This is an optimization exercise on Yosys and OpenROAD, whose aim is small area, a short achievable clock period and few clock cycles per item, not a production implementation. In this exercise RTL edits were held to simulation tests only and were not proved equivalent to the original. No activity file was given, so power comes from the tool's default toggle rates.

`flow/flow/run.sh`:
```
#!/bin/bash
# Standard layout, except that the port buffers are the plain buf_1 cell
# instead of the delay buffer buffer_ports picks by default.
set -euo pipefail
bash standard.sh "BUFFER_PORTS_ARGS=-buffer_cell sky130_fd_sc_hd__buf_1" finish > flow_standard.log 2>&1
```
`flow/standard.sh`:
```
#!/bin/bash
# synth_recipe.tcl (not shown) runs the flow's synth.tcl, then flattens the netlist and writes it again
# the make line also repeats each setting of config.mk as NAME=value (left out here)
make -C /OpenROAD-flow-scripts/flow DESIGN_CONFIG=/design/flow/config.mk WORK_HOME=/design/flow/orfs CLKGATE_MAP_FILE= SYNTH_SCRIPT=/design/flow/synth_recipe.tcl "${@:-finish}"
```
`flow/config.mk`:
```
export PLATFORM = sky130hd
export DESIGN_NAME = cc8_rx
export DESIGN_NICKNAME = cc8_rx
export VERILOG_FILES = /design/flow/design.v
export SDC_FILE = /design/flow/constraint.sdc
export NUM_CORES = 4
export LEC_CHECK = 0
export CAP_MARGIN = 20
export CORE_MARGIN = 2
export CORE_UTILIZATION = 40
export CTS_BUF_LIST = sky130_fd_sc_hd__clkbuf_8
export CTS_CLUSTER_DIAMETER = 200
export CTS_CLUSTER_SIZE = 16
export SLEW_MARGIN = 20
```
`flow/constraint.sdc`:
```
create_clock -name core_clock -period 20.0 [get_ports {clk}]
set_input_delay 4.0000 -clock core_clock [delete_from_list [all_inputs] [get_ports {clk}]]
set_output_delay 4.0000 -clock core_clock [all_outputs]
set_load 0.01 [all_outputs]
```
`flow/design.v`:
```
`timescale 1ns/1ps
module cc8_rx (
    input  wire         clk,
    input  wire         rst,         
    input  wire         in_valid,
    input  wire [15:0]  in_edge,     
    input  wire         in_last,     
    output wire         in_ready,
    output reg          out_valid,   
    output wire [127:0] rxb,         
    output wire [7:0]   nbits,       
    output wire         dec_err,     
    output wire [7:0]   zrun_cnt,    
    output wire [4:0]   oct_cnt,     
    output wire [7:0]   crc          
);
    function [7:0] crc8_step;
        input [7:0] c_in;
        input [7:0] b;
        integer t;
        reg [7:0] c;
        begin
            c = c_in ^ b;
            for (t = 0; t < 8; t = t + 1)
                c = c[0] ? ((c >> 1) ^ 8'hD9) : (c >> 1);
            crc8_step = c;
        end
    endfunction
    reg         rdy;
    reg         v0, l0;
    reg [15:0]  e0;
    wire        acc = in_valid & rdy;
    assign in_ready = rdy;
    reg         v1, l1;
    reg [3:0]   r1;
    reg [15:0]  prev;
    wire [6:0]  d;
    wire [7:0]  bw;
    assign bw[0] = 1'b0;
    genvar gi;
    generate
        for (gi = 0; gi < 7; gi = gi + 1) begin : g_sub
            assign d[gi]    = e0[gi] ^ prev[gi] ^ bw[gi];
            assign bw[gi+1] = (~e0[gi] & prev[gi]) | (~(e0[gi] ^ prev[gi]) & bw[gi]);
        end
    endgenerate
    wire [8:0]  eh = e0[15:7];
    wire [8:0]  ph = prev[15:7];
    wire [8:0]  nph = ~ph;
    wire        z0 = (eh == ph);
    wire [8:0]  zz;
    assign zz[0] = ~(eh[0] ^ nph[0]);
    generate
        for (gi = 1; gi < 9; gi = gi + 1) begin : g_z
            assign zz[gi] = ~((eh[gi] ^ nph[gi]) ^ (eh[gi-1] | nph[gi-1]));
        end
    endgenerate
    wire        z1  = &zz;
    wire        big = bw[7] ? ~z1 : ~z0;
    reg  [3:0]  r_lo;
    always @* begin
        case (d)
            7'd0: r_lo = 4'd0;
            7'd1: r_lo = 4'd0;
            7'd2: r_lo = 4'd0;
            7'd3: r_lo = 4'd0;
            7'd4: r_lo = 4'd0;
            7'd5: r_lo = 4'd1;
            7'd6: r_lo = 4'd1;
            7'd7: r_lo = 4'd1;
            7'd8: r_lo = 4'd1;
            7'd9: r_lo = 4'd1;
            7'd10: r_lo = 4'd1;
            7'd11: r_lo = 4'd1;
            7'd12: r_lo = 4'd1;
            7'd13: r_lo = 4'd1;
            7'd14: r_lo = 4'd1;
            7'd15: r_lo = 4'd2;
            7'd16: r_lo = 4'd2;
            7'd17: r_lo = 4'd2;
            7'd18: r_lo = 4'd2;
            7'd19: r_lo = 4'd2;
            7'd20: r_lo = 4'd2;
            7'd21: r_lo = 4'd2;
            7'd22: r_lo = 4'd2;
            7'd23: r_lo = 4'd2;
            7'd24: r_lo = 4'd2;
            7'd25: r_lo = 4'd3;
            7'd26: r_lo = 4'd3;
            7'd27: r_lo = 4'd3;
            7'd28: r_lo = 4'd3;
            7'd29: r_lo = 4'd3;
            7'd30: r_lo = 4'd3;
            7'd31: r_lo = 4'd3;
            7'd32: r_lo = 4'd3;
            7'd33: r_lo = 4'd3;
            7'd34: r_lo = 4'd3;
            7'd35: r_lo = 4'd4;
            7'd36: r_lo = 4'd4;
            7'd37: r_lo = 4'd4;
            7'd38: r_lo = 4'd4;
            7'd39: r_lo = 4'd4;
            7'd40: r_lo = 4'd4;
            7'd41: r_lo = 4'd4;
            7'd42: r_lo = 4'd4;
            7'd43: r_lo = 4'd4;
            7'd44: r_lo = 4'd4;
            7'd45: r_lo = 4'd5;
            7'd46: r_lo = 4'd5;
            7'd47: r_lo = 4'd5;
            7'd48: r_lo = 4'd5;
            7'd49: r_lo = 4'd5;
            7'd50: r_lo = 4'd5;
            7'd51: r_lo = 4'd5;
            7'd52: r_lo = 4'd5;
            7'd53: r_lo = 4'd5;
            7'd54: r_lo = 4'd5;
            7'd55: r_lo = 4'd6;
            7'd56: r_lo = 4'd6;
            7'd57: r_lo = 4'd6;
            7'd58: r_lo = 4'd6;
            7'd59: r_lo = 4'd6;
            7'd60: r_lo = 4'd6;
            7'd61: r_lo = 4'd6;
            7'd62: r_lo = 4'd6;
            7'd63: r_lo = 4'd6;
            7'd64: r_lo = 4'd6;
            7'd65: r_lo = 4'd7;
            7'd66: r_lo = 4'd7;
            7'd67: r_lo = 4'd7;
            7'd68: r_lo = 4'd7;
            7'd69: r_lo = 4'd7;
            7'd70: r_lo = 4'd7;
            7'd71: r_lo = 4'd7;
            7'd72: r_lo = 4'd7;
            7'd73: r_lo = 4'd7;
            7'd74: r_lo = 4'd7;
            7'd75: r_lo = 4'd8;
            7'd76: r_lo = 4'd8;
            7'd77: r_lo = 4'd8;
            7'd78: r_lo = 4'd8;
            7'd79: r_lo = 4'd8;
            7'd80: r_lo = 4'd8;
            7'd81: r_lo = 4'd8;
            7'd82: r_lo = 4'd8;
            7'd83: r_lo = 4'd8;
            7'd84: r_lo = 4'd8;
            7'd85: r_lo = 4'd9;
            7'd86: r_lo = 4'd9;
            7'd87: r_lo = 4'd9;
            7'd88: r_lo = 4'd9;
            7'd89: r_lo = 4'd9;
            7'd90: r_lo = 4'd9;
            7'd91: r_lo = 4'd9;
            7'd92: r_lo = 4'd9;
            7'd93: r_lo = 4'd9;
            7'd94: r_lo = 4'd9;
            7'd95: r_lo = 4'd10;
            7'd96: r_lo = 4'd10;
            7'd97: r_lo = 4'd10;
            7'd98: r_lo = 4'd10;
            7'd99: r_lo = 4'd10;
            7'd100: r_lo = 4'd10;
            7'd101: r_lo = 4'd10;
            7'd102: r_lo = 4'd10;
            7'd103: r_lo = 4'd10;
            7'd104: r_lo = 4'd10;
            7'd105: r_lo = 4'd10;
            7'd106: r_lo = 4'd10;
            7'd107: r_lo = 4'd10;
            7'd108: r_lo = 4'd10;
            7'd109: r_lo = 4'd10;
            7'd110: r_lo = 4'd10;
            7'd111: r_lo = 4'd10;
            7'd112: r_lo = 4'd10;
            7'd113: r_lo = 4'd10;
            7'd114: r_lo = 4'd10;
            7'd115: r_lo = 4'd10;
            7'd116: r_lo = 4'd10;
            7'd117: r_lo = 4'd10;
            7'd118: r_lo = 4'd10;
            7'd119: r_lo = 4'd10;
            7'd120: r_lo = 4'd10;
            7'd121: r_lo = 4'd10;
            7'd122: r_lo = 4'd10;
            7'd123: r_lo = 4'd10;
            7'd124: r_lo = 4'd10;
            7'd125: r_lo = 4'd10;
            7'd126: r_lo = 4'd10;
            7'd127: r_lo = 4'd10;
            default: r_lo = 4'd0;
        endcase
    end
    reg  [3:0]  r_c;
    always @* r_c = big ? 4'd10 : r_lo;
    reg [127:0] bits;
    reg [7:0]   nb;
    reg         sb;          
    reg         lv;          
    reg         err;
    reg [7:0]   zc;
    reg         ef;          
    reg         fresh;       
    reg [7:0]   asm;         
    reg [7:0]   crc_r;
    reg         p1, p2;
    reg [3:0]   rem;         
    reg         xm;          
    assign rxb      = bits;
    assign nbits    = nb;
    assign dec_err  = err;
    assign zrun_cnt = zc;
    assign crc      = crc_r;
    reg  [4:0]  oc;
    assign oct_cnt  = oc;
    wire xact    = xm;
    wire act_gap = v1 & ~ef & ~xact;
    wire act_fst = v1 &  ef & ~xact;
    wire act_p1  = p1 & ~xact;
    wire s1_hold = v1 & xact;
    wire [7:0] nb_e  = fresh ? 8'd0 : nb;
    wire       sb_e  = ~fresh & sb;
    wire       lv_e  = fresh | lv;
    wire       err_e = ~fresh & err;
    wire [7:0] zc_e  = fresh ? 8'd0 : zc;
    wire       pv_e  = ~err_e & lv_e;     
    wire       pv_r  = ~err & lv;
    wire [4:0] ci = nb_e[7:3];
    wire [2:0] lo = nb_e[2:0];
    reg  [7:0] th;
    always @* begin
        case (lo)
            3'd0: th = 8'b11111111;
            3'd1: th = 8'b11111110;
            3'd2: th = 8'b11111100;
            3'd3: th = 8'b11111000;
            3'd4: th = 8'b11110000;
            3'd5: th = 8'b11100000;
            3'd6: th = 8'b11000000;
            default: th = 8'b10000000;
        endcase
    end
    wire       v     = (p2 | xact) ? pv_r : (act_p1 ? pv_e : lv_e);
    wire [7:0] asm_f = (th & {8{v}}) | (~th & asm);
    wire [3:0] r      = r1;
    wire [3:0] r_adj  = r - {3'd0, ~sb_e};
    wire [3:0] room   = 4'd8 - {1'b0, lo};
    wire       dec    = ~err_e & ~nb_e[7];
    wire       zero   = (r == 4'd0);
    wire       bad    = (r_adj > 4'd8);
    wire       app    = act_gap & dec & ~zero & ~bad;
    wire       fill   = (r_adj >= room);           
    wire       crs    = app & fill;
    wire [2:0] lo_n   = lo + r_adj[2:0];
    wire [4:0] ci_n   = ci + 5'd1;
    wire [7:0] nb_n   = fill ? {ci_n, 3'd0} : {ci, lo_n};
    wire       rnz    = (rem != 4'd0);
    wire [3:0] rem_d  = rem - {3'd0, rnz};
    wire [3:0] len_f  = asm_f[3:0];
    wire [3:0] lmin   = (len_f == 4'd0) ? 4'd1 : len_f;
    wire       c0     = (ci == 5'd0);
    wire       inc    = c0 | rnz;
    wire [3:0] rem_n  = c0 ? lmin : rem_d;        
    wire       crc_en = ((crs | act_p1) & inc) | ((p2 | xact) & rnz);
    wire [7:0] crc_b  = (fresh & ~(p2 | xact)) ? 8'hFF : crc_r;
    wire [7:0] crc_n  = crc8_step(crc_b, asm_f);
    wire [4:0] cr     = nb[7:3];             
    reg [15:0] dci, gtc;
    integer a;
    always @* begin
        dci = 16'd0;
        if (!ci[4]) dci[ci[3:0]] = 1'b1;
        for (a = 0; a < 16; a = a + 1)
            gtc[a] = (cr[4] == 1'b0) && (a > cr[3:0]);
    end
    wire [15:0] we = ({16{crs | act_p1}} & dci) | ({16{p2}} & gtc);
    wire rge2 = (rem[3:1] != 3'd0);
    wire xlow = act_p1 ? (rem_n[3:1] != 3'd0) : ((p2 | xact) & rge2);
    integer q;
    always @(posedge clk) begin
        e0 <= in_edge;
        l0 <= in_last;
        if (!s1_hold) begin
            l1 <= l0;
            r1 <= r_c;
            if (v0) prev <= e0;
        end
        for (q = 0; q < 16; q = q + 1)
            if (we[q]) bits[8*q +: 8] <= asm_f;
        if (we[0])
            oc <= {1'b0, lmin} + 5'd1;
        if (act_gap | act_p1 | p2 | xact)
            crc_r <= crc_en ? crc_n : crc_b;
        if (act_gap | act_p1)
            asm <= (crs | act_p1) ? {8{v}} : asm_f;
        if (crs | act_p1)
            rem <= rem_n;
        else if (p2 | xact)
            rem <= rem_d;
        if (act_gap) begin
            lv  <= ~lv_e;
            nb  <= app ? nb_n : nb_e;
            sb  <= app ? ~fill : sb_e;
            err <= err_e | (dec & ~zero & bad);
            zc  <= (dec & zero & (zc_e != 8'hFF)) ? zc_e + 8'd1 : zc_e;
        end else if (act_p1) begin
            lv  <= lv_e;
            nb  <= nb_e;
            err <= err_e;
            zc  <= zc_e;
        end
        if (rst) begin
            rdy   <= 1'b1;
            v0    <= 1'b0;
            v1    <= 1'b0;
            ef    <= 1'b1;
            fresh <= 1'b0;
            p1    <= 1'b0;
            p2    <= 1'b0;
            xm    <= 1'b0;
            out_valid <= 1'b0;
        end else begin
            rdy <= ~(acc & in_last) & ~xlow;
            v0  <= acc;
            if (!s1_hold)
                v1 <= v0;
            if (act_gap | act_fst)
                ef <= l1;
            if (act_fst)
                fresh <= 1'b1;
            else if (act_gap | act_p1)
                fresh <= 1'b0;
            p1 <= ((act_gap | act_fst) & l1) | (p1 & ~act_p1);
            p2 <= act_p1;
            xm <= (p2 | xact) & rge2;
            out_valid <= (p2 | xact) & ~rge2;
        end
    end
endmodule
```
==> run summary, run 1 <==
outcome = complete, no violations
Final Skew = 33.4 ps
share of the synthesized area in the top cell type = 0.618
initial drt markers = 284
Die X = 157 µm
Max Cap Violations = 0
Max Used Layer = met4
DR WL/cell = 16.6 µm
CTS Buffer Depth = 3
ANT nets after route = 0
Clock transition at path regs = 110 ps
Hold Buf Count CTS = 0
DR WL met2 = 9.07 mm
nets = 908
DR WL met3 = 1.22 mm
critical path, cell by cell = buf_1
row count = 55
slowest stage cell on the critical path = edfxtp_1
top_reg_cell synth = edfxtp_1
Seq cells post-synth = 218
TritonCTS clock tree = built
leakage power = 0.00364 µW
Critical Path Fanout Max = 16
Post-CTS Setup Bufs = 0
clock root buffer = clkbuf_8
endpoints failing setup = 0
Die Height = 157 µm
critical path's largest stage delay = 630 ps
layout cells sized above 1 = 0.0713
DR vias = 5644
Setup CP Type = reg -> out
Synth Instances = 661
total CTS buffers = 17
fill count = 2087
initial antenna violation count = 0
hpwl dp = 13.5 mm
Tightest Hold Check Type = reg -> reg
Synth warnings = 1
die area = 24600 µm²
Period Utilization, post-route = 0.269
Post-synth EDFFs = 192
CORE AREA = 22800 µm²
worst path bufs/invs = 1
GRT Overall Usage = 0.155
CP Capture Type = output port
asr flop ratio synth = 0
maximum clock frequency = 186 MHz
peak supply drop = 50.4 µV
largest net degree at the start of global routing = 36
Skew-Pair Late Insertion Delay = 540 ps
n_diodes = 0
Sink Count = 218
Worst EP required = 16000 ps
Period minus WS final = 5380 ps
post-route insts no fill = 1169
Crit path arrival time = 1380 ps
hold_ws = 423 ps
Metal-1 WL = 8.60 mm
Yosys top cell by area = edfxtp_1
Max Slew Vio Count = 0
dpl cells = 1146
DRC viols = 0
synth top area cells = edfxtp_1, dfxtp_1, ha_1
synth unique cells = 77
drt total wl = 19.3 mm
setup tns final = 0 ps
RSZ-0062 raised after global routing = no
routed vias/inst = 4.83
Slew @ Worst Pin = 1100 ps
IO buf count = 179
number of global-route vias before repair = 5397
Initial Util = 0.410
first-pass GRT wire length = 29.6 mm
CP top delay family = flip-flops
P&R area growth vs syn = 14.2%
Avg Cell Area, Syn = 14.1 µm²
multi-input logic area = 2820 µm²
Synth top cells by count = edfxtp_1, nor2_1, nand2_1, inv_1, xnor2_1
io pins = 180
Net Count, Synth = 717
PD cells = 75.7 nW/µm²
H-tree depth = 1
Initial DRT Pass Iterations = 5
mapped cell area = 9330 µm²
RD Place Congestion = 0.800
most common cell in the netlist = edfxtp_1
post-CTS sizing = 0
Startpoint Class = register
final hold violation count = 0
Slew HR = 0.257
flip-flop and latch area = 6290 µm²
sequential-to-total area share from yosys stat = 0.674
grt ovf = 0
-- metal layers --
metal,up-vias,track usage
li1,2762,-
met1,2683,0.207
met2,175,0.259
met3,24,0.0305
met4,0,0.0411
met5,-,0
-- cell type report --
cell class | instances | area share
Inverter | 39 | 0.0137
Timing Repair Buffer | 189 | 0.0701
Clock inverter | 6 | 0.00293
Multi-Input combinational cell | 387 | 0.265
Sequential cell | 218 | 0.590
Tap cell | 313 | 0.0367
Clock buffer | 17 | 0.0219
-- layout by cell type, fill, tap and decap left out, drive strengths merged, types with 6 or more instances in the layout --
| cell | count |
|---|---|
| nand2 | 50 |
| fa | 7 |
| mux2i | 6 |
| nor2b | 14 |
| inv | 43 |
| edfxtp | 192 |
| buf | 189 |
| dfxtp | 26 |
| a21oi | 19 |
| xor2 | 19 |
| o22ai | 8 |
| clkbuf | 17 |
| nor3 | 17 |
| o21ai | 31 |
| ha | 29 |
| nand3 | 8 |
| xnor2 | 37 |
| nand2b | 16 |
| nor2 | 52 |
-- power breakdown --
group          internal, µW  switching [µW]
clock network          79.3             139
logic                  33.1            48.5
registers               503            4.47
-- metrics by stage --
stage          cell area [µm²]  utilization  setup WS, ps  total power [µW]
5_1_grt                  10700        0.468         14520               844
3_3_place_gp             10400        0.456         15190               599
2_1_floorplan             9330            -         15300               580
4_1_cts                  10700        0.468         14580               818
6_report                 10700        0.468         14620               807
3_5_place_dp             10400        0.456         15160               600
-- cells by family after synthesis --
group / count (synthesis) / share of synthesized area
XOR/XNOR: 59 / 0.0607
flip-flops: 218 / 0.674
multiplexers: 9 / 0.0118
buffers and inverters: 56 / 0.0253
AO/OA/AOI/OAI: 95 / 0.0716
adder cells (fa/ha/maj): 36 / 0.0539
AND/OR/NAND/NOR: 188 / 0.103
-- path summary, 6_finish.rpt --
kind          from  slack (ps)  depth (start not counted)        to
max          nb[5]       14620                          1  nbits[5]
max reg2reg  fresh       15640                         13  bits[65]
min             l0         420                          0        l1
min reg2reg     l0         420                          0        l1
-- registers in the layout, summed over array words and instances, names as in the netlist, 4 cells and up --
name	cells
asm	7
bits	128
crc_r	8
e0	16
nb	8
oc	5
prev	16
r1	4
rem	4
zc	8
Testbench counts, summed over its fixed seeds: cycles 7,968, frames 192.
==> inputs of run 2 (changes only) <==
--- a/flow/design.v
+++ b/flow/design.v
@@ -45,18 +45,15 @@
         end
     endgenerate
     wire [8:0]  eh = e0[15:7];
-    wire [8:0]  ph = prev[15:7];
-    wire [8:0]  nph = ~ph;
-    wire        z0 = (eh == ph);
+    wire [8:0]  nph = ~prev[15:7];
     wire [8:0]  zz;
-    assign zz[0] = ~(eh[0] ^ nph[0]);
+    assign zz[0] = ~(eh[0] ^ nph[0] ^ ~bw[7]);
     generate
         for (gi = 1; gi < 9; gi = gi + 1) begin : g_z
             assign zz[gi] = ~((eh[gi] ^ nph[gi]) ^ (eh[gi-1] | nph[gi-1]));
         end
     endgenerate
-    wire        z1  = &zz;
-    wire        big = bw[7] ? ~z1 : ~z0;
+    wire        big = ~&zz;
     reg  [3:0]  r_lo;
     always @* begin
         case (d)
@@ -243,15 +240,14 @@
     wire       v     = (p2 | xact) ? pv_r : (act_p1 ? pv_e : lv_e);
     wire [7:0] asm_f = (th & {8{v}}) | (~th & asm);
     wire [3:0] r      = r1;
-    wire [3:0] r_adj  = r - {3'd0, ~sb_e};
-    wire [3:0] room   = 4'd8 - {1'b0, lo};
     wire       dec    = ~err_e & ~nb_e[7];
     wire       zero   = (r == 4'd0);
-    wire       bad    = (r_adj > 4'd8);
+    wire       bad    = (r == 4'd10) | (sb_e & (r == 4'd9));
     wire       app    = act_gap & dec & ~zero & ~bad;
-    wire       fill   = (r_adj >= room);           
+    wire [3:0] s_add  = {1'b0, lo} + (r - 4'd1) + {3'd0, sb_e};
+    wire       fill   = s_add[3];
     wire       crs    = app & fill;
-    wire [2:0] lo_n   = lo + r_adj[2:0];
+    wire [2:0] lo_n   = s_add[2:0];
     wire [4:0] ci_n   = ci + 5'd1;
     wire [7:0] nb_n   = fill ? {ci_n, 3'd0} : {ci, lo_n};
     wire       rnz    = (rem != 4'd0);
@@ -262,7 +258,8 @@
     wire       inc    = c0 | rnz;
     wire [3:0] rem_n  = c0 ? lmin : rem_d;        
     wire       crc_en = ((crs | act_p1) & inc) | ((p2 | xact) & rnz);
-    wire [7:0] crc_b  = (fresh & ~(p2 | xact)) ? 8'hFF : crc_r;
+    wire       crc_i  = fresh & (act_gap | act_p1);      
+    wire [7:0] crc_b  = crc_r | {8{crc_i}};
     wire [7:0] crc_n  = crc8_step(crc_b, asm_f);
     wire [4:0] cr     = nb[7:3];             
     reg [15:0] dci, gtc;
@@ -289,8 +286,8 @@
             if (we[q]) bits[8*q +: 8] <= asm_f;
         if (we[0])
             oc <= {1'b0, lmin} + 5'd1;
-        if (act_gap | act_p1 | p2 | xact)
-            crc_r <= crc_en ? crc_n : crc_b;
+        if (crc_en | crc_i)
+            crc_r <= crc_n | {8{~crc_en}};
         if (act_gap | act_p1)
             asm <= (crs | act_p1) ? {8{v}} : asm_f;
         if (crs | act_p1)
==> flow/config.mk (replaced) <==
export PLATFORM = sky130hd
export DESIGN_NAME = cc8_rx
export DESIGN_NICKNAME = cc8_rx
export VERILOG_FILES = /design/flow/design.v
export SDC_FILE = /design/flow/constraint.sdc
export NUM_CORES = 4
export LEC_CHECK = 0
export CAP_MARGIN = 20
export CORE_MARGIN = 2
export CORE_UTILIZATION = 65
export CTS_BUF_LIST = sky130_fd_sc_hd__clkbuf_16
export CTS_CLUSTER_DIAMETER = 300
export CTS_CLUSTER_SIZE = 25
export SLEW_MARGIN = 20
==> run summary, run 2 <==
critical path, cell by cell = buf_1
Sink Count = 218
endpoints failing setup = 0
top_reg_cell synth = edfxtp_1
P&R area growth vs syn = 14.0%
Skew-Pair Late Insertion Delay = 460 ps
Initial DRT Pass Iterations = 5
nets = 851
WHS Path Cells = 0
Clock transition at path regs = 90 ps
commonest non-fill, non-tap cell in the layout = edfxtp_1
Metal-1 WL = 7.59 mm
most common cell in the netlist = edfxtp_1
row count = 42
mapped cell area = 8950 µm²
Crit path arrival time = 1310 ps
Initial Util = 0.671
maximum clock frequency = 188 MHz
Net Count, Synth = 669
Seq cells post-synth = 218
slowest stage cell on the critical path = edfxtp_1
RR Startpoint = fresh
share of the synthesized area in the top cell type = 0.644
Synth warnings = 1
drt total wl = 18.2 mm
worst path bufs/invs = 1
Worst EP required = 16000 ps
number of global-route vias before repair = 5366
outcome = complete, no violations
DR WL/cell = 18.4 µm
Setup CP Type = reg -> out
DR WL met3 = 1.27 mm
R2R depth = 12
RSZ-0062 raised after global routing = no
DR vias = 5612
GRT Overall Usage = 0.248
Die X = 121 µm
Post-synth EDFFs = 192
initial antenna violation count = 0
top flop regs = bits (128), e0 (16), prev (16)
IO buf count = 179
peak supply drop = 93.5 µV
H-tree depth = 1
Avg Cell Area, Syn = 14.4 µm²
sequential-to-total area share from yosys stat = 0.702
DRC viols = 0
Die Height = 121 µm
total CTS buffers = 12
RD Place Congestion = 0.889
Worst Hold End = l1
routed vias/inst = 5.70
leakage power = 0.00347 µW
PD cells = 80.1 nW/µm²
n_diodes = 0
layout cells sized above 1 = 0.0556
Final Core Density = 0.765
Startpoint Class = register
Period Utilization, post-route = 0.266
Max Used Layer = met4
critical path's largest stage delay = 610 ps
post-CTS sizing = 0
Synth Instances = 621
clock root buffer = clkbuf_16
Final Skew = 14.7 ps
hpwl dp = 12.6 mm
most frequent cells in the layout = edfxtp_1, buf_1, nor2_1
Slew HR = 0.322
placed cell areas = 9840 µm²
reg2reg setup slack = 15740 ps
io pins = 180
TritonCTS clock tree = built
CORE AREA = 13300 µm²
Largest Register = bits
synth unique cells = 69
Synth top cells by count = edfxtp_1, nor2_1, nand2_1, xnor2_1, inv_1
setup tns final = 0 ps
Hold Buf Count CTS = 0
initial drt markers = 527
Period minus WS final = 5310 ps
Tightest Hold Check Type = reg -> reg
final hold violation count = 0
asr flop ratio synth = 0
Yosys top cell by area = edfxtp_1
Post-CTS Setup Bufs = 0
die area = 14700 µm²
Max Cap Violations = 0
RR Endpoint = bits[70]
max FFs per register = 128
ANT nets after route = 0
DR WL met2 = 8.88 mm
synth top area cells = edfxtp_1, dfxtp_1, xnor2_1
first-pass GRT wire length = 28.1 mm
fin area = 10200 µm²
Hold Path Origin = l0
Max Slew Vio Count = 0
largest net degree at the start of global routing = 41
CP Capture Type = output port
Critical Path Fanout Max = 15
Slew @ Worst Pin = 1010 ps
CTS Buffer Depth = 3
CP top delay family = flip-flops
grt ovf = 0
-- run 2: cell count changes after synthesis, sizes merged, moves of 5 or more --
cell	before	now
ha	29	21
nor2	52	47
nor2b	14	19
nor3	17	11
inv	39	31
-- run 2: metal layers --
| metal | track usage | vias up |
|---|---|---|
| met5 | 0 | - |
| met4 | 0.0654 | 0 |
| met3 | 0.0508 | 26 |
| met2 | 0.415 | 223 |
| met1 | 0.338 | 2752 |
| li1 | - | 2611 |
-- run 2: how the worst max path moves through the flow --
stage	start	endpoint	depth (start not counted)
after floorplan	rst	rdy	4
after detailed placement	rst	rdy	4
after global routing	nb[5]	nbits[5]	1
final	nb[5]	nbits[5]	1
after global placement	nb[5]	nbits[5]	1
after CTS	nb[5]	nbits[5]	1
-- run 2: cell type report --
cell class / count / area, µm²
Inverter: 31 / 116
Multi-Input combinational cell: 354 / 2500
Timing Repair Buffer: 186 / 724
Clock inverter: 7 / 31.3
Tap cell: 176 / 220
Clock buffer: 13 / 325
Fill cell: 872 / 3140
Sequential cell: 218 / 6290
-- run 2: cells by family after synthesis --
kind of cell | count (synthesis) | share of synthesized area
multiplexers | 3 | 0.00349
XOR/XNOR | 56 | 0.0605
buffers and inverters | 49 | 0.0226
adder cells (fa/ha/maj) | 28 | 0.0450
AO/OA/AOI/OAI | 90 | 0.0679
flip-flops | 218 | 0.702
AND/OR/NAND/NOR | 177 | 0.0983
-- run 2: report_power, final --
| group | leakage, µW | total (µW) | internal (µW) | switching, µW |
|---|---|---|---|---|
| registers | 0.00194 | 504 | 500 | 3.61 |
| clock network | 0.000197 | 249 | 119 | 130 |
| logic | 0.00134 | 64.5 | 25.3 | 39.2 |
| total | 0.00347 | 818 | 645 | 173 |
-- run 2: through the flow --
stage / std cells / hold slack [ps] / worst slack, ps / total power, µW
floorplan: 621 / 386 / 15330 / 562
global placement: 965 / 389 / 15230 / 574
detailed placement: 965 / 408 / 15180 / 578
CTS: 985 / 429 / 14690 / 821
global route: 985 / 422 / 14630 / 845
finish: 985 / 422 / 14690 / 818
Testbench counts of run 2, summed over its fixed seeds: cycles 7,968, frames 192.
==> inputs of run 3 (changes only) <==
--- a/flow/config.mk
+++ b/flow/config.mk
@@ -7,7 +7,7 @@
 export LEC_CHECK = 0
 export CAP_MARGIN = 20
 export CORE_MARGIN = 2
-export CORE_UTILIZATION = 65
+export CORE_UTILIZATION = 40
 export CTS_BUF_LIST = sky130_fd_sc_hd__clkbuf_16
 export CTS_CLUSTER_DIAMETER = 300
 export CTS_CLUSTER_SIZE = 25
==> run summary, run 3 <==
outcome = complete, no violations
Period minus WS final = 5330 ps
setup tns final = 0 ps
Post-synth EDFFs = 192
die area = 23600 µm²
Slew HR = 0.326
Hold Buf Count CTS = 0
Synth Instances = 621
DR vias = 5493
Crit path arrival time = 1330 ps
PD cells = 79.4 nW/µm²
Die Height = 154 µm
mapped cell area = 8950 µm²
Startpoint Class = register
most common cell in the netlist = edfxtp_1
dpl cells = 1072
mux contribution to synthesized area = 0.00349
Slew @ Worst Pin = 1010 ps
Max Cap Violations = 0
share of the synthesized area in the top cell type = 0.644
most frequent cells in the layout = edfxtp_1, buf_1, nor2_1
CTS Buffer Depth = 3
Yosys top cell by area = edfxtp_1
CP Capture Type = output port
Net Count, Synth = 669
total CTS buffers = 12
Post-Synth XOR/XNOR Area = 0.0605
Tightest Hold Check Type = reg -> reg
peak supply drop = 57.9 µV
largest net degree at the start of global routing = 41
Worst EP required = 16000 ps
CP top delay family = flip-flops
synth unique cells = 69
row count = 54
number of global-route vias before repair = 5327
Final Skew = 20.8 ps
grt ovf = 0
Setup CP Type = reg -> out
TritonCTS clock tree = built
DR WL/cell = 18.1 µm
first-pass GRT wire length = 30.8 mm
Seq cells post-synth = 218
routed vias/inst = 5.05
worst path bufs/invs = 1
Synth Area in Compound Gates = 0.0679
slowest stage cell on the critical path = edfxtp_1
Critical Path Fanout Max = 15
clock root buffer = clkbuf_16
initial antenna violation count = 0
Synth top cells by count = edfxtp_1, nor2_1, nand2_1, xnor2_1, inv_1
sequential-to-total area share from yosys stat = 0.702
Adder-Cell Fraction of Synth Area = 0.0450
synth top area cells = edfxtp_1, dfxtp_1, xnor2_1
maximum clock frequency = 188 MHz
Initial Util = 0.409
Post-CTS Setup Bufs = 0
IO buf count = 179
DRC viols = 0
Initial DRT Pass Iterations = 5
max FFs per register = 128
layout cells sized above 1 = 0.0582
GRT Overall Usage = 0.165
Die X = 154 µm
Skew-Pair Late Insertion Delay = 470 ps
critical path's largest stage delay = 610 ps
ANT nets after route = 0
largest family of logic cells by synthesized area = simple AND/OR/NAND/NOR gates
Avg Cell Area, Syn = 14.4 µm²
RD Place Congestion = 0.837
Max Slew Vio Count = 0
drt total wl = 19.7 mm
Largest Register = bits
hpwl dp = 13.8 mm
nets = 854
initial drt markers = 380
CORE AREA = 21900 µm²
H-tree depth = 1
Synth Area in Simple Gates = 0.0983
io pins = 180
top flop regs = bits (128), e0 (16), prev (16)
n_diodes = 0
critical path, cell by cell = buf_1
leakage power = 0.00348 µW
post-CTS sizing = 0
final hold violation count = 0
endpoints failing setup = 0
asr flop ratio synth = 0
RSZ-0062 raised after global routing = no
Synth warnings = 1
Sink Count = 218
commonest non-fill, non-tap cell in the layout = edfxtp_1
Clock transition at path regs = 110 ps
P&R area growth vs syn = 15.6%
top_reg_cell synth = edfxtp_1
Period Utilization, post-route = 0.266
hold_ws = 413 ps
post-route insts no fill = 1088
run 3: cell type report:
cell class / count / area (µm²)
Multi-Input combinational cell: 354 / 2510
Inverter: 31 / 116
Fill cell: 2013 / 11500
Clock inverter: 3 / 16.3
Clock buffer: 13 / 325
Timing Repair Buffer: 189 / 747
Sequential cell: 218 / 6290
Tap cell: 280 / 350
run 3: worst reg2reg max path: stages (launching register included):
cell and delay, ps:
dfxtp_1 320, buf_4 360, or2b_1 370, xor2_1 290, ha_1 280, a21o_1 180, a21oi_1 180, xnor3_1 330
nand2_2 170, nand2_1 250, and2_1 190, nand2_1 120, o22ai_1 790
run 3: worst paths after layout:
check	from	endpoint	slack, ps	cells after the start
min	l0	l1	410	0
min reg2reg	l0	l1	410	0
max reg2reg	fresh	bits[119]	15790	12
max	nb[5]	nbits[5]	14670	1
run 3: power breakdown:
| group | leakage [µW] | total (µW) | internal [µW] | switching [µW] |
|---|---|---|---|---|
| clock | 0.000175 | 254 | 118 | 136 |
| sequential | 0.00194 | 504 | 500 | 3.51 |
| combinational | 0.00137 | 63.7 | 25.4 | 38.3 |
| total | 0.00348 | 822 | 644 | 178 |
run 3: kinds of logic (layout without fill, tap and decap cells):
kind of cell               after synthesis  count (layout)
DFF                                    218             218
and+or+nand+nor                        177             177
AOI/OAI and AO/OA                       90              90
xor gates and xnor gates                56              56
buffers and inverters                   49             236
adders and majority gates               28              28
muxes                                    3               3
run 3: routing by layer:
metal | part of all wire | vias up | track usage
li1 | - | 2602 | -
met1 | 0.43 | 2647 | 0.225
met2 | 0.47 | 209 | 0.271
met3 | 0.068 | 35 | 0.0310
met4 | 0.028 | 0 | 0.0463
met5 | 0 | - | 0
run 3: metrics by stage:
stage                util  cell area (µm²)  power (µW)  setup WS (ps)
floorplan               -             8950         562          15330
global placement    0.457            10000         577          15210
detailed placement  0.457            10000         578          15190
CTS                 0.472            10300         832          14670
global route        0.473            10400         854          14590
finish              0.473            10400         822          14670
==> inputs of run 4 (changes only) <==
==> flow/flow/run.sh (replaced) <==
#!/bin/bash
set -euo pipefail
bash standard.sh "BUFFER_PORTS_ARGS=-buffer_cell sky130_fd_sc_hd__buf_1" "SETUP_SLACK_MARGIN=14.8" finish > flow_standard.log 2>&1
==> run summary, run 4 <==
Yosys top cell by area = edfxtp_1
DR WL/cell = 18.1 µm
initial drt markers = 423
RR Endpoint = bits[119]
top_reg_cell synth = edfxtp_1
RD Place Congestion = 0.837
combinational fraction of design power = 0.078
Worst EP required = 16000 ps
PD cells = 78.9 nW/µm²
Final Skew = 21.5 ps
worst path bufs/invs = 1
Skew-Pair Late Insertion Delay = 470 ps
Net Count, Synth = 669
Startpoint Class = register
ANT nets after route = 0
grt ovf = 0
die area = 23600 µm²
row count = 54
number of global-route vias before repair = 5349
drt total wl = 19.8 mm
Sink Count = 218
commonest non-fill, non-tap cell in the layout = edfxtp_1
H-tree depth = 1
dpl cells = 1072
n_diodes = 0
CP Capture Type = output port
TritonCTS clock tree = built
post-CTS sizing = 0
critical path's largest stage delay = 490 ps
Period Utilization, post-route = 0.257
endpoints failing setup = 0
leakage power = 0.00353 µW
asr flop ratio synth = 0
total CTS buffers = 12
Initial Util = 0.409
CP top delay family = flip-flops
layout cells sized above 1 = 0.0685
sequential-to-total area share from yosys stat = 0.702
Clock transition at path regs = 110 ps
Avg Cell Area, Syn = 14.4 µm²
Tightest Hold Check Type = reg -> reg
Die Height = 154 µm
Initial DRT Pass Iterations = 5
Slew @ Worst Pin = 1020 ps
Max Cap Violations = 0
first-pass GRT wire length = 30.9 mm
initial antenna violation count = 0
share of the synthesized area in the top cell type = 0.644
Crit path arrival time = 1140 ps
P&R area growth vs syn = 16.4%
reg2reg setup slack = 15790 ps
R2R depth = 12
Die X = 154 µm
maximum clock frequency = 195 MHz
CTS Buffer Depth = 3
Synth top cells by count = edfxtp_1, nor2_1, nand2_1, xnor2_1, inv_1
DRC viols = 0
largest net degree at the start of global routing = 41
DR vias = 5518
WHS Path Cells = 0
Synth warnings = 1
Worst Hold End = l1
outcome = complete, no violations
max FFs per register = 128
critical path, cell by cell = buf_1
CORE AREA = 21900 µm²
fill count = 2002
RR Startpoint = fresh
routed vias/inst = 5.03
synth top area cells = edfxtp_1, dfxtp_1, xnor2_1
mapped cell area = 8950 µm²
post-route insts no fill = 1097
Post-synth EDFFs = 192
switching share of total power = 0.217
total power = 822 µW
Pint = 644 µW
slowest stage cell on the critical path = edfxtp_1
clock power share = 0.309
hpwl dp = 13.8 mm
setup tns final = 0 ps
Synth Instances = 621
Post-CTS Setup Bufs = 5
synth unique cells = 69
GRT Overall Usage = 0.165
Max Slew Vio Count = 0
nets = 863
RSZ-0062 raised after global routing = no
Period minus WS final = 5140 ps
Hold Path Origin = l0
final hold violation count = 0
most common cell in the netlist = edfxtp_1
Largest Register = bits
switching pwr = 178 µW
Critical Path Fanout Max = 6
top flop regs = bits (128), e0 (16), prev (16)
Slew HR = 0.321
io pins = 180
Setup CP Type = reg -> out
Reg power frac = 0.612
Seq cells post-synth = 218
clock root buffer = clkbuf_16
Hold Buf Count CTS = 0
most frequent cells in the layout = edfxtp_1, buf_1, nor2_1
IO buf count = 179
peak supply drop = 58.0 µV
run 4: layout make-up:
cell class                      count  area [µm²]  area share
Timing Repair Buffer              198         815      0.0782
Inverter                           31         116      0.0112
Tap cell                          280         350      0.0336
Clock inverter                      3        16.3     0.00156
Sequential cell                   218        6290       0.603
Multi-Input combinational cell    354        2510       0.241
Clock buffer                       13         325      0.0312
run 4: metal layers:
metal  track usage  up-vias  share of wire
met3        0.0310       33          0.065
met4        0.0463        0          0.028
met2         0.272      202           0.47
li1              -     2620              -
met5             0        -              0
met1         0.225     2663           0.44
run 4: worst max-delay path by stage:
stage / from / end / slack [ps] / depth (start not counted)
floorplan: rst / rdy / 15330 / 4
global placement: nb[6] / nbits[6] / 15210 / 1
detailed placement: nb[6] / nbits[6] / 15190 / 1
CTS: nb[0] / nbits[0] / 14820 / 1
global route: nb[0] / nbits[0] / 14800 / 1
finish: nb[0] / nbits[0] / 14860 / 1
run 4: cells by family after synthesis:
logic type	synth area share
AO/OA/AOI/OAI	0.0679
XOR/XNOR	0.0605
adder cells (fa/ha/maj)	0.0450
buffers and inverters	0.0226
flip-flops	0.702
multiplexers	0.00349
AND/OR/NAND/NOR	0.0983
run 4: power by group through the flow:
| stage | combinational [µW] | sequential, µW | clock (µW) |
|---|---|---|---|
| 6_report | 64.5 | 504 | 254 |
| 5_1_grt | 72.8 | 505 | 277 |
| 4_1_cts | 64.8 | 504 | 263 |
| 3_5_place_dp | 63.7 | 514 | 0 |
| 3_3_place_gp | 63.1 | 514 | 0 |
| 2_1_floorplan | 47.6 | 514 | 0 |
run 4: through the flow:
step,utilization,hold slack [ps],instance area (µm²),setup slack (ps)
6_report,0.476,413,10400,14860
3_3_place_gp,0.457,392,10000,15210
5_1_grt,0.476,427,10400,14800
2_1_floorplan,-,386,8950,15330
3_5_place_dp,0.457,392,10000,15190
4_1_cts,0.474,416,10400,14820
==> inputs of run 5 (changes only) <==
==> flow/flow/run.sh (replaced) <==
#!/bin/bash
set -euo pipefail
bash standard.sh "BUFFER_PORTS_ARGS=-buffer_cell sky130_fd_sc_hd__buf_1" "SETUP_SLACK_MARGIN=14.95" finish > flow_standard.log 2>&1
==> run summary, run 5 <==
number of global-route vias before repair = 5418
Pint = 645 µW
max FFs per register = 128
reg2reg setup slack = 15800 ps
Max Slew Vio Count = 0
switching share of total power = 0.217
routed vias/inst = 5.03
maximum clock frequency = 197 MHz
RSZ-0062 raised after global routing = yes
GRT Overall Usage = 0.166
Worst EP required = 16000 ps
Period Utilization, post-route = 0.254
peak supply drop = 58.0 µV
P&R area growth vs syn = 18.5%
die area = 23600 µm²
Slew HR = 0.325
asr flop ratio synth = 0
largest net degree at the start of global routing = 41
Hold Buf Count CTS = 0
most common cell in the netlist = edfxtp_1
n_diodes = 0
hpwl dp = 13.8 mm
initial antenna violation count = 0
Sink Count = 218
Final Skew = 20.7 ps
Max Cap Violations = 0
Seq cells post-synth = 218
RD Place Congestion = 0.837
IO buf count = 179
most frequent cells in the layout = edfxtp_1, buf_1, nor2_1
Synth top cells by count = edfxtp_1, nor2_1, nand2_1, xnor2_1, inv_1
DR WL/cell = 17.9 µm
share of the synthesized area in the top cell type = 0.644
Crit path arrival time = 1080 ps
Synth Instances = 621
slowest stage cell on the critical path = edfxtp_1
initial drt markers = 389
setup tns final = 0 ps
layout cells sized above 1 = 0.121
row count = 54
H-tree depth = 1
Initial DRT Pass Iterations = 4
mapped cell area = 8950 µm²
nets = 881
top_reg_cell synth = edfxtp_1
switching pwr = 178 µW
critical path's largest stage delay = 450 ps
worst path bufs/invs = 1
Startpoint Class = register
total CTS buffers = 12
endpoints failing setup = 0
first-pass GRT wire length = 31.1 mm
grt ovf = 0
combinational fraction of design power = 0.080
synth top area cells = edfxtp_1, dfxtp_1, xnor2_1
DRC viols = 0
top flop regs = bits (128), e0 (16), prev (16)
critical path, cell by cell = buf_6
CP Capture Type = output port
Period minus WS final = 5080 ps
Critical Path Fanout Max = 2
DR vias = 5611
final worst-path setup slack = 14920 ps
drt total wl = 20.0 mm
clock power share = 0.309
sequential-to-total area share from yosys stat = 0.702
Die Height = 154 µm
Post-synth EDFFs = 192
leakage power = 0.00369 µW
Initial Util = 0.409
outcome = complete, no violations
CORE AREA = 21900 µm²
clock root buffer = clkbuf_16
PD cells = 77.6 nW/µm²
Largest Register = bits
TritonCTS clock tree = built
final hold violation count = 0
Reg power frac = 0.611
Avg Cell Area, Syn = 14.4 µm²
io pins = 180
Skew-Pair Late Insertion Delay = 470 ps
Yosys top cell by area = edfxtp_1
Post-Place Setup Slack = 15190 ps
Synth warnings = 1
Tightest Hold Check Type = reg -> reg
CTS Buffer Depth = 3
commonest non-fill, non-tap cell in the layout = edfxtp_1
ANT nets after route = 0
Die X = 154 µm
Slew @ Worst Pin = 1010 ps
CP top delay family = flip-flops
synth unique cells = 69
Net Count, Synth = 669
Clock transition at path regs = 110 ps
Setup CP Type = reg -> out
[run 5: cell counts after synthesis]
Identical to the previous run, type by type.
[run 5: final cells by class]
cell class                      count  area [µm²]
Clock buffer                       13         325
Multi-Input combinational cell    354        2510
Timing Repair Buffer              216        1000
Tap cell                          280         350
Sequential cell                   218        6290
Clock inverter                      3        16.3
Inverter                           31         116
Fill cell                        1988       11300
[run 5: kinds of logic after synthesis]
logic type                 share of synthesized area
adders and majority gates                     0.0450
buffers and inverters                         0.0226
DFF                                            0.702
and+or+nand+nor                               0.0983
muxes                                        0.00349
xor gates and xnor gates                      0.0605
AOI/OAI and AO/OA                             0.0679
[run 5: path summary, 6_finish.rpt]
kind / startpoint / end / cells past startpoint
max reg2reg: fresh / bits[119] / 12
max: nb[5] / nbits[5] / 1
min reg2reg: l0 / l1 / 0
min: l0 / l1 / 0
[run 5: metal layers]
metal  vias up  part of all wire  global-route usage
met5         -                 0                   0
met4         0             0.027              0.0463
met3        35             0.064              0.0310
met2       205              0.47               0.275
met1      2714              0.44               0.226
li1       2657                 -                   -
[run 5: power by group through the flow]
stage	Combinational [µW]	Sequential (µW)	Clock (µW)
3_3_place_gp	63.1	514	0
2_1_floorplan	47.6	514	0
4_1_cts	66.0	503	263
6_report	65.8	503	254
5_1_grt	74.1	504	277
3_5_place_dp	63.7	514	0
[run 5: metrics by stage]
| stage | cell area (µm²) | hold WS [ps] | power [µW] | cells | util |
|---|---|---|---|---|---|
| global placement | 10000 | 392 | 577 | 1072 | 0.457 |
| CTS | 10500 | 416 | 833 | 1110 | 0.481 |
| finish | 10600 | 413 | 823 | 1115 | 0.485 |
| detailed placement | 10000 | 392 | 578 | 1072 | 0.457 |
| floorplan | 8950 | 386 | 562 | 621 | - |
| global route | 10600 | 427 | 856 | 1115 | 0.485 |
[run 5: timing repair]
| item | 4_1_cts | 5_1_grt |
|---|---|---|
| setup endpoints to repair | 23 | 28 |
| buffers inserted | 22 | 5 |
| resized for setup | 7 | 26 |
==> inputs of run 6 (changes only) <==
==> flow/flow/run.sh (replaced) <==
#!/bin/bash
set -euo pipefail
bash standard.sh "BUFFER_PORTS_ARGS=-buffer_cell sky130_fd_sc_hd__buf_1" "SETUP_SLACK_MARGIN=15.1" finish > flow_standard.log 2>&1
==> run summary, run 6 <==
share of the synthesized area in the top cell type = 0.644
synth unique cells = 69
Worst EP required = 16000 ps
met1 Use GR = 0.226
critical path, cell by cell = buf_6
gr busiest metal = met2
maximum clock frequency = 197 MHz
asr flop ratio synth = 0
Post-Place Setup Slack = 15190 ps
Clock transition at path regs = 110 ps
Slew @ Worst Pin = 1050 ps
Startpoint Class = register
dpl cells = 1072
routed vias/inst = 5.01
Die Height = 154 µm
Synth Area in Simple Gates = 0.0983
met3 Usage GRT = 0.0313
Synth warnings = 1
TritonCTS clock tree = built
Die X = 154 µm
Largest Register = bits
Final Skew = 21.5 ps
Post-Synth XOR/XNOR Area = 0.0605
top_reg_cell synth = edfxtp_1
setup tns final = 0 ps
Critical Path Fanout Max = 2
CP top delay family = flip-flops
Hold Buf Count CTS = 0
Period Utilization, post-route = 0.254
most frequent cells in the layout = edfxtp_1, clkbuf_2, nor2_1
io pins = 180
drt total wl = 20.0 mm
ANT nets after route = 0
Initial Util = 0.409
Skew-Pair Late Insertion Delay = 470 ps
Seq cells post-synth = 218
number of global-route vias before repair = 5422
Avg Cell Area, Syn = 14.4 µm²
RSZ-0062 raised after global routing = yes
DR WL/cell = 17.9 µm
mux contribution to synthesized area = 0.00349
worst path bufs/invs = 1
combinational fraction of design power = 0.080
initial drt markers = 418
commonest non-fill, non-tap cell in the layout = edfxtp_1
outcome = complete, no violations
CP Capture Type = output port
grt ovf = 0
endpoints failing setup = 0
row count = 54
total CTS buffers = 12
DR vias = 5586
hpwl dp = 13.8 mm
Net Count, Synth = 669
fin area = 10800 µm²
initial antenna violation count = 0
peak supply drop = 57.9 µV
clock power share = 0.309
Crit path arrival time = 1080 ps
PD cells = 76.5 nW/µm²
synth top area cells = edfxtp_1, dfxtp_1, xnor2_1
Pint = 645 µW
CORE AREA = 21900 µm²
layout cells sized above 1 = 0.255
DRC viols = 0
Max Cap Violations = 0
Post-synth EDFFs = 192
leakage power = 0.00402 µW
Synth top cells by count = edfxtp_1, nor2_1, nand2_1, xnor2_1, inv_1
final worst-path setup slack = 14920 ps
Initial DRT Pass Iterations = 4
placed cell areas = 10000 µm²
total power = 824 µW
Reg power frac = 0.611
top flop regs = bits (128), e0 (16), prev (16)
H-tree depth = 1
most common cell in the netlist = edfxtp_1
Period minus WS final = 5080 ps
fill count = 1950
Synth Instances = 621
die area = 23600 µm²
Sink Count = 218
first-pass GRT wire length = 31.2 mm
largest net degree at the start of global routing = 41
mapped cell area = 8950 µm²
P&R area growth vs syn = 20.4%
Max Slew Vio Count = 0
nets = 882
switching share of total power = 0.217
slowest stage cell on the critical path = edfxtp_1
GRT Overall Usage = 0.166
sequential-to-total area share from yosys stat = 0.702
Slew HR = 0.299
met2 usage = 0.276
Synth Area in Compound Gates = 0.0679
critical path's largest stage delay = 460 ps
largest family of logic cells by synthesized area = simple AND/OR/NAND/NOR gates
Adder-Cell Fraction of Synth Area = 0.0450
switching pwr = 179 µW
clock root buffer = clkbuf_16
CTS Buffer Depth = 3
Yosys top cell by area = edfxtp_1
Setup CP Type = reg -> out
n_diodes = 0
post-route insts no fill = 1116
RD Place Congestion = 0.837
Tightest Hold Check Type = reg -> reg
IO buf count = 179
final hold violation count = 0
max FFs per register = 128
[run 6: cell count changes in the layout (fill, tap and decap cells not counted)]
| cell | delta |
|---|---|
| buf_6 | +4 |
| dfxtp_1 | -2 |
| buf_4 | +1 |
| dfxtp_2 | +2 |
| clkbuf_2 | +63 |
| buf_1 | -109 |
| buf_2 | +42 |
[run 6: cells by family (layout without fill, tap and decap cells)]
| kind of cell | Yosys count | in the layout |
|---|---|---|
| buffers and inverters | 49 | 264 |
| and+or+nand+nor | 177 | 177 |
| xor gates and xnor gates | 56 | 56 |
| adders and majority gates | 28 | 28 |
| AOI/OAI and AO/OA | 90 | 90 |
| muxes | 3 | 3 |
| DFF | 218 | 218 |
[run 6: power groups by stage]
stage | logic (µW) | registers, µW | clock network (µW)
detailed placement | 63.7 | 514 | 0
global placement | 63.1 | 514 | 0
floorplan | 47.6 | 514 | 0
global route | 74.5 | 504 | 277
CTS | 66.2 | 504 | 263
finish | 66.1 | 503 | 255
[run 6: timing repair]
| action | in CTS | in global routing |
|---|---|---|
| pin swaps | 0 | 0 |
| resized for setup | 56 | 92 |
| setup buffers | 22 | 6 |
| endpoints found under the setup margin | 160 | 160 |
[run 6: final timing paths]
kind	cells past startpoint	start	to	slack, ps
setup / recovery	1	nb[5]	nbits[5]	14920
hold / removal	0	l0	l1	410
setup reg to reg	12	fresh	bits[119]	15780
hold reg to reg	0	l0	l1	410
[run 6: layout make-up]
type / instances / area, µm² / share of cell area
Timing Repair Buffer: 217 / 1170 / 0.109
Clock buffer: 13 / 325 / 0.0302
Multi-Input combinational cell: 354 / 2510 / 0.233
Clock inverter: 3 / 16.3 / 0.00151
Inverter: 31 / 116 / 0.0108
Sequential cell: 218 / 6290 / 0.583
Tap cell: 280 / 350 / 0.0325
[run 6: routing by layer]
| layer | vias to the layer above | part of all wire | wire [µm] |
|---|---|---|---|
| met5 | - | 0 | 0 |
| met4 | 0 | 0.026 | 523 |
| met3 | 35 | 0.063 | 1250 |
| met2 | 198 | 0.47 | 9450 |
| met1 | 2694 | 0.44 | 8800 |
| li1 | 2659 | - | - |
[run 6: per-stage QoR]
step                      hold slack, ps  utilization
after floorplan                      386            -
after global placement               392        0.457
after detailed placement             392        0.457
after CTS                            416        0.484
after global routing                 427        0.492
final                                413        0.492
==> inputs of run 7 (changes only) <==
==> flow/flow/run.sh (replaced) <==
#!/bin/bash
# The standard layout (standard.sh) with three changes of how it is made:
#  - port buffers are buf_1 instead of the delay buffer buffer_ports picks,
#  - repair_timing aims at a setup slack of 14.8 ns (the clock stays 20 ns),
#  - CTS inserts no dummy loads.
set -euo pipefail
CTS="-sink_clustering_enable -repair_clock_nets -sink_clustering_size 20 -sink_clustering_max_diameter 300 -buf_list sky130_fd_sc_hd__clkbuf_16 -dont_use_dummy_load"
bash standard.sh "BUFFER_PORTS_ARGS=-buffer_cell sky130_fd_sc_hd__buf_1" \
    "SETUP_SLACK_MARGIN=14.8" "CTS_ARGS=$CTS" finish > flow_standard.log 2>&1
==> flow/config.mk (replaced) <==
export PLATFORM = sky130hd
export DESIGN_NAME = cc8_rx
export DESIGN_NICKNAME = cc8_rx
export VERILOG_FILES = /design/flow/design.v
export SDC_FILE = /design/flow/constraint.sdc
export NUM_CORES = 4
export LEC_CHECK = 0
export CAP_MARGIN = 20
export CORE_MARGIN = 2
export CORE_UTILIZATION = 65
export SLEW_MARGIN = 20
==> run summary, run 7 <==
outcome = complete, no violations
Initial DRT Pass Iterations = 7
max FFs per register = 128
Clock transition at path regs = 80 ps
total CTS buffers = 14
share of the synthesized area in the top cell type = 0.644
multi-input logic area = 2500 µm²
Tightest Hold Check Type = reg -> reg
Critical Path Fanout Max = 7
Die Height = 121 µm
mapped cell area = 8950 µm²
initial antenna violation count = 0
hpwl dp = 12.6 mm
RSZ-0062 raised after global routing = no
placed cell areas = 9840 µm²
Synth Instances = 621
CORE AREA = 13300 µm²
CP Capture Type = output port
Synth warnings = 1
P&R area growth vs syn = 14.4%
PD cells = 80.1 nW/µm²
RR Startpoint = fresh
routed vias/inst = 5.69
drt total wl = 18.3 mm
combinational fraction of design power = 0.080
Post-synth EDFFs = 192
Pint = 651 µW
row count = 42
RD Place Congestion = 0.889
RR Endpoint = bits[68]
io pins = 180
critical path, cell by cell = buf_1
Period minus WS final = 5130 ps
DRC viols = 0
layout cells sized above 1 = 0.0630
nets = 859
Setup CP Type = reg -> out
Period Utilization, post-route = 0.256
synth top area cells = edfxtp_1, dfxtp_1, xnor2_1
GRT Overall Usage = 0.248
switching share of total power = 0.207
post-CTS sizing = 0
final worst-path setup slack = 14870 ps
Critical Path End = nbits[2]
slowest stage cell on the critical path = edfxtp_1
initial drt markers = 529
dpl cells = 965
most common cell in the netlist = edfxtp_1
Die X = 121 µm
Initial Util = 0.671
final hold violation count = 0
first-pass GRT wire length = 28.1 mm
Yosys top cell by area = edfxtp_1
peak supply drop = 67.0 µV
synth unique cells = 69
TritonCTS clock tree = built
clock power share = 0.306
reg2reg setup slack = 15730 ps
Net Count, Synth = 669
fin area = 10200 µm²
Synth top cells by count = edfxtp_1, nor2_1, nand2_1, xnor2_1, inv_1
flip-flop and latch area = 6290 µm²
grt ovf = 0
Worst Setup SP = nb[2]
IO buf count = 179
Largest Register = bits
critical path's largest stage delay = 500 ps
Crit path arrival time = 1130 ps
Final Skew = 11.9 ps
Avg Cell Area, Syn = 14.4 µm²
ANT nets after route = 0
clock root buffer = clkbuf_16
Max Cap Violations = 0
CTS Buffer Depth = 3
Worst EP required = 16000 ps
n_diodes = 0
endpoints failing setup = 0
switching pwr = 169 µW
die area = 14700 µm²
Skew-Pair Late Insertion Delay = 460 ps
H-tree depth = 1
R2R depth = 12
top flop regs = bits (128), e0 (16), prev (16)
Reg power frac = 0.614
Hold Path Origin = l0
Sink Count = 218
asr flop ratio synth = 0
Max Slew Vio Count = 0
leakage power = 0.00348 µW
worst path bufs/invs = 1
largest net degree at the start of global routing = 41
fill count = 873
most frequent cells in the layout = edfxtp_1, buf_1, nor2_1
commonest non-fill, non-tap cell in the layout = edfxtp_1
Post-Place Setup Slack = 15180 ps
Slew HR = 0.326
CP top delay family = flip-flops
number of global-route vias before repair = 5411
hold_ws = 428 ps
sequential-to-total area share from yosys stat = 0.702
DR vias = 5609
Seq cells post-synth = 218
Hold Buf Count CTS = 0
Startpoint Class = register
setup tns final = 0 ps
post-route insts no fill = 985
Slew @ Worst Pin = 1000 ps
Worst path depth = 1
maximum clock frequency = 195 MHz
top_reg_cell synth = edfxtp_1
DR WL/cell = 18.5 µm
[run 7: how the worst min path moves through the flow]
stage          slack [ps]  endpoint  cells past startpoint
2_1_floorplan         390        l1                      0
3_3_place_gp          390        l1                      0
3_5_place_dp          410        l1                      0
4_1_cts               430        l1                      0
5_1_grt               430        l1                      0
6_report              430        l1                      0
[run 7: what timing repair did]
action / CTS / global route
endpoints found under the setup margin: 4 / 1
setup buffers: 4 / 1
gates cloned: 0 / 0
[run 7: stage by stage]
stage / utilization / total power [µW]
final: 0.768 / 820
after global routing: 0.768 / 848
after CTS: 0.766 / 825
after detailed placement: 0.738 / 578
after global placement: 0.738 / 574
after floorplan: - / 562
[run 7: final cells by class]
cell class,count,share of cell area
multi-input combinational,354,0.245
sequential,218,0.614
inverter,31,0.0114
clock buffer,14,0.0342
timing repair buffer,192,0.0749
tap,176,0.0215
[run 7: kinds of logic (layout without fill, tap and decap cells)]
group | Yosys count | after routing | synth area share
flops | 218 | 218 | 0.702
simple gates | 177 | 177 | 0.0983
compound gates | 90 | 90 | 0.0679
xor+xnor | 56 | 56 | 0.0605
buf+inv | 49 | 237 | 0.0226
fa+ha+maj | 28 | 28 | 0.0450
mux | 3 | 3 | 0.00349
[run 7: power groups by stage]
| stage | combinational [µW] | sequential [µW] | clock, µW |
|---|---|---|---|
| final | 65.3 | 504 | 251 |
| after detailed placement | 63.3 | 515 | 0 |
| after global routing | 72.1 | 504 | 271 |
| after floorplan | 47.6 | 514 | 0 |
| after global placement | 60.1 | 514 | 0 |
| after CTS | 64.5 | 504 | 257 |
[run 7: routing by layer]
metal  wire [µm]  vias to the layer above  share of wire  global-route usage
met2        9070                      231           0.50               0.429
met3        1440                       21          0.079              0.0479
met5           0                        -              0                   0
met4         348                        0          0.019              0.0611
li1            -                     2613              -                   -
met1        7400                     2744           0.41               0.327
==> inputs of run 8 (changes only) <==
==> flow/flow/run.sh (replaced) <==
#!/bin/bash
# The standard layout (standard.sh) with three changes of how it is made:
#  - port buffers are buf_1 instead of the delay buffer buffer_ports picks,
#  - repair_timing aims at a setup slack of 14.8 ns (the clock stays 20 ns),
#  - CTS inserts no dummy loads.
set -euo pipefail
CTS="-sink_clustering_enable -repair_clock_nets -sink_clustering_size 25 -sink_clustering_max_diameter 300 -buf_list sky130_fd_sc_hd__clkbuf_16 -dont_use_dummy_load"
bash standard.sh "BUFFER_PORTS_ARGS=-buffer_cell sky130_fd_sc_hd__buf_1" \
    "SETUP_SLACK_MARGIN=14.8" "CTS_ARGS=$CTS" finish > flow_standard.log 2>&1
--- a/flow/config.mk
+++ b/flow/config.mk
@@ -7,5 +7,5 @@
 export LEC_CHECK = 0
 export CAP_MARGIN = 20
 export CORE_MARGIN = 2
-export CORE_UTILIZATION = 65
+export CORE_UTILIZATION = 50
 export SLEW_MARGIN = 20
==> run summary, run 8 <==
Net Count, Synth = 669
Sink Count = 218
combinational fraction of design power = 0.080
layout cells sized above 1 = 0.0699
Synth Instances = 621
Die X = 138 µm
most common cell in the netlist = edfxtp_1
setup tns final = 0 ps
DR WL/cell = 18.6 µm
CORE AREA = 17400 µm²
routed vias/inst = 5.33
post-route insts no fill = 1041
H-tree depth = 1
gr busiest metal = met2
Pint = 634 µW
Post-synth EDFFs = 192
Period Utilization, post-route = 0.257
io pins = 180
dpl cells = 1017
Slew @ Worst Pin = 1190 ps
Largest Register = bits
Initial DRT Pass Iterations = 4
hold_ws = 414 ps
final hold violation count = 0
first-pass GRT wire length = 28.8 mm
met1 Use GR = 0.270
Synth top cells by count = edfxtp_1, nor2_1, nand2_1, xnor2_1, inv_1
Setup CP Type = reg -> out
asr flop ratio synth = 0
clock root buffer = clkbuf_16
die area = 19000 µm²
Period minus WS final = 5130 ps
Worst EP required = 16000 ps
P&R area growth vs syn = 15.3%
synth unique cells = 69
Avg Cell Area, Syn = 14.4 µm²
Initial Util = 0.514
clock power share = 0.294
switching pwr = 170 µW
max FFs per register = 128
largest net degree at the start of global routing = 40
Seq cells post-synth = 218
worst path bufs/invs = 1
Max Cap Violations = 0
initial drt markers = 461
PD cells = 78.0 nW/µm²
total CTS buffers = 12
top flop regs = bits (128), e0 (16), prev (16)
endpoints failing setup = 0
Crit path arrival time = 1130 ps
met2 usage = 0.342
Max Slew Vio Count = 0
GRT Overall Usage = 0.198
nets = 866
Final Skew = 24.1 ps
switching share of total power = 0.212
initial antenna violation count = 0
Final Core Density = 0.592
Startpoint Class = register
share of the synthesized area in the top cell type = 0.644
top_reg_cell synth = edfxtp_1
mapped cell area = 8950 µm²
TritonCTS clock tree = built
commonest non-fill, non-tap cell in the layout = edfxtp_1
row count = 48
critical path, cell by cell = buf_1
Clock transition at path regs = 100 ps
DR vias = 5553
number of global-route vias before repair = 5366
peak supply drop = 64.6 µV
slowest stage cell on the critical path = edfxtp_1
Die Height = 138 µm
CP Capture Type = output port
Slew HR = 0.199
most frequent cells in the layout = edfxtp_1, buf_1, nor2_1
Synth warnings = 1
n_diodes = 0
CTS Buffer Depth = 3
Skew-Pair Late Insertion Delay = 470 ps
Yosys top cell by area = edfxtp_1
outcome = complete, no violations
DRC viols = 0
drt total wl = 19.3 mm
leakage power = 0.00350 µW
RD Place Congestion = 0.921
post-CTS sizing = 0
critical path's largest stage delay = 500 ps
grt ovf = 0
Critical Path Fanout Max = 7
Reg power frac = 0.626
RSZ-0062 raised after global routing = no
met3 Usage GRT = 0.0302
sequential-to-total area share from yosys stat = 0.702
CP top delay family = flip-flops
ANT nets after route = 0
maximum clock frequency = 195 MHz
hpwl dp = 13.7 mm
IO buf count = 179
Hold Buf Count CTS = 0
Tightest Hold Check Type = reg -> reg
synth top area cells = edfxtp_1, dfxtp_1, xnor2_1
## run 8: cells by family after synthesis
logic type | share of synthesized area
xor gates and xnor gates | 0.0605
DFF | 0.702
and+or+nand+nor | 0.0983
buffers and inverters | 0.0226
adders and majority gates | 0.0450
AOI/OAI and AO/OA | 0.0679
muxes | 0.00349
## run 8: metal layers
| layer | up-vias | share of wire |
|---|---|---|
| li1 | 2627 | - |
| met1 | 2735 | 0.44 |
| met2 | 169 | 0.50 |
| met3 | 22 | 0.052 |
| met4 | 0 | 0.013 |
| met5 | - | 0 |
## run 8: power groups by stage
stage | Sequential (µW) | Combinational, µW | Clock [µW]
final | 504 | 64.4 | 237
after detailed placement | 515 | 63.6 | 0
after global routing | 504 | 71.5 | 260
after CTS | 504 | 64.6 | 245
after floorplan | 514 | 47.6 | 0
after global placement | 514 | 62.2 | 0
## run 8: layout make-up
type	count	area [µm²]
clock buffers	12	300
fillers	1465	7100
inverters	31	116
multi-input cells	354	2500
flip-flops and latches	218	6290
well taps	225	282
repair buffers	201	835
## run 8: metrics by stage
step                      instance area, µm²  worst slack (ps)  power, µW
after floorplan                         8950             15330        562
after global placement                  9930             15230        576
after detailed placement                9930             15190        578
after CTS                              10300             14800        814
after global routing                   10300             14810        836
final                                  10300             14870        805
## run 8: worst paths after layout
| kind | start | to | slack, ps | depth (start not counted) |
|---|---|---|---|---|
| worst min register to register | l0 | l1 | 410 | 0 |
| worst max-delay path | nb[2] | nbits[2] | 14870 | 1 |
| worst min-delay path | l0 | l1 | 410 | 0 |
| worst max register to register | nb[1] | bits[53] | 15700 | 12 |
## run 8: timing repair
action                                 CTS  global route
endpoints found under the hold margin    0             0
setup buffers                            4             7
pin swaps                                0             0
setup endpoints to repair                4             2
cloned                                   0             0

## afterwards: timing with drivers on the ports
In the flow no input, the clock included, has a driving cell. The finished layouts below were timed again as built, in two steps. Step 1 sets driving cells, clkbuf_16 on the clock port and buf_2 on the other inputs (assumed; they add their load-dependent delay and slew). Step 2 also shifts input and output timing later by t, the mid clock arrival at the registers, as if the neighbouring blocks saw the same clock. a / b / c = no drivers / after step 1 / after step 2; a / b = the first two.
run | shift t [ns] | setup slack, ns | worst setup path after step 2 | worst register clock-pin slew, ns | pins driven straight from the clock port
run 1 | 0.559 | 14.619 / 14.578 / 15.116 | input to register | 0.12 / 0.12 | 1
run 2 | 0.494 | 14.685 / 14.646 / 15.126 | input to register | 0.09 / 0.09 | 1
run 3 | 0.505 | 14.673 / 14.629 / 15.134 | register to output | 0.11 / 0.11 | 1
run 4 | 0.505 | 14.859 / 14.814 / 15.187 | input to register | 0.11 / 0.11 | 1
run 5 | 0.506 | 14.919 / 14.874 / 15.179 | input to register | 0.11 / 0.11 | 1
run 6 | 0.506 | 14.915 / 14.870 / 15.177 | input to register | 0.11 / 0.11 | 1
run 7 | 0.488 | 14.873 / 14.832 / 15.161 | input to register | 0.08 / 0.08 | 1
run 8 | 0.496 | 14.867 / 14.825 / 15.175 | input to register | 0.10 / 0.10 | 1
After both steps every run listed still meets setup and hold.
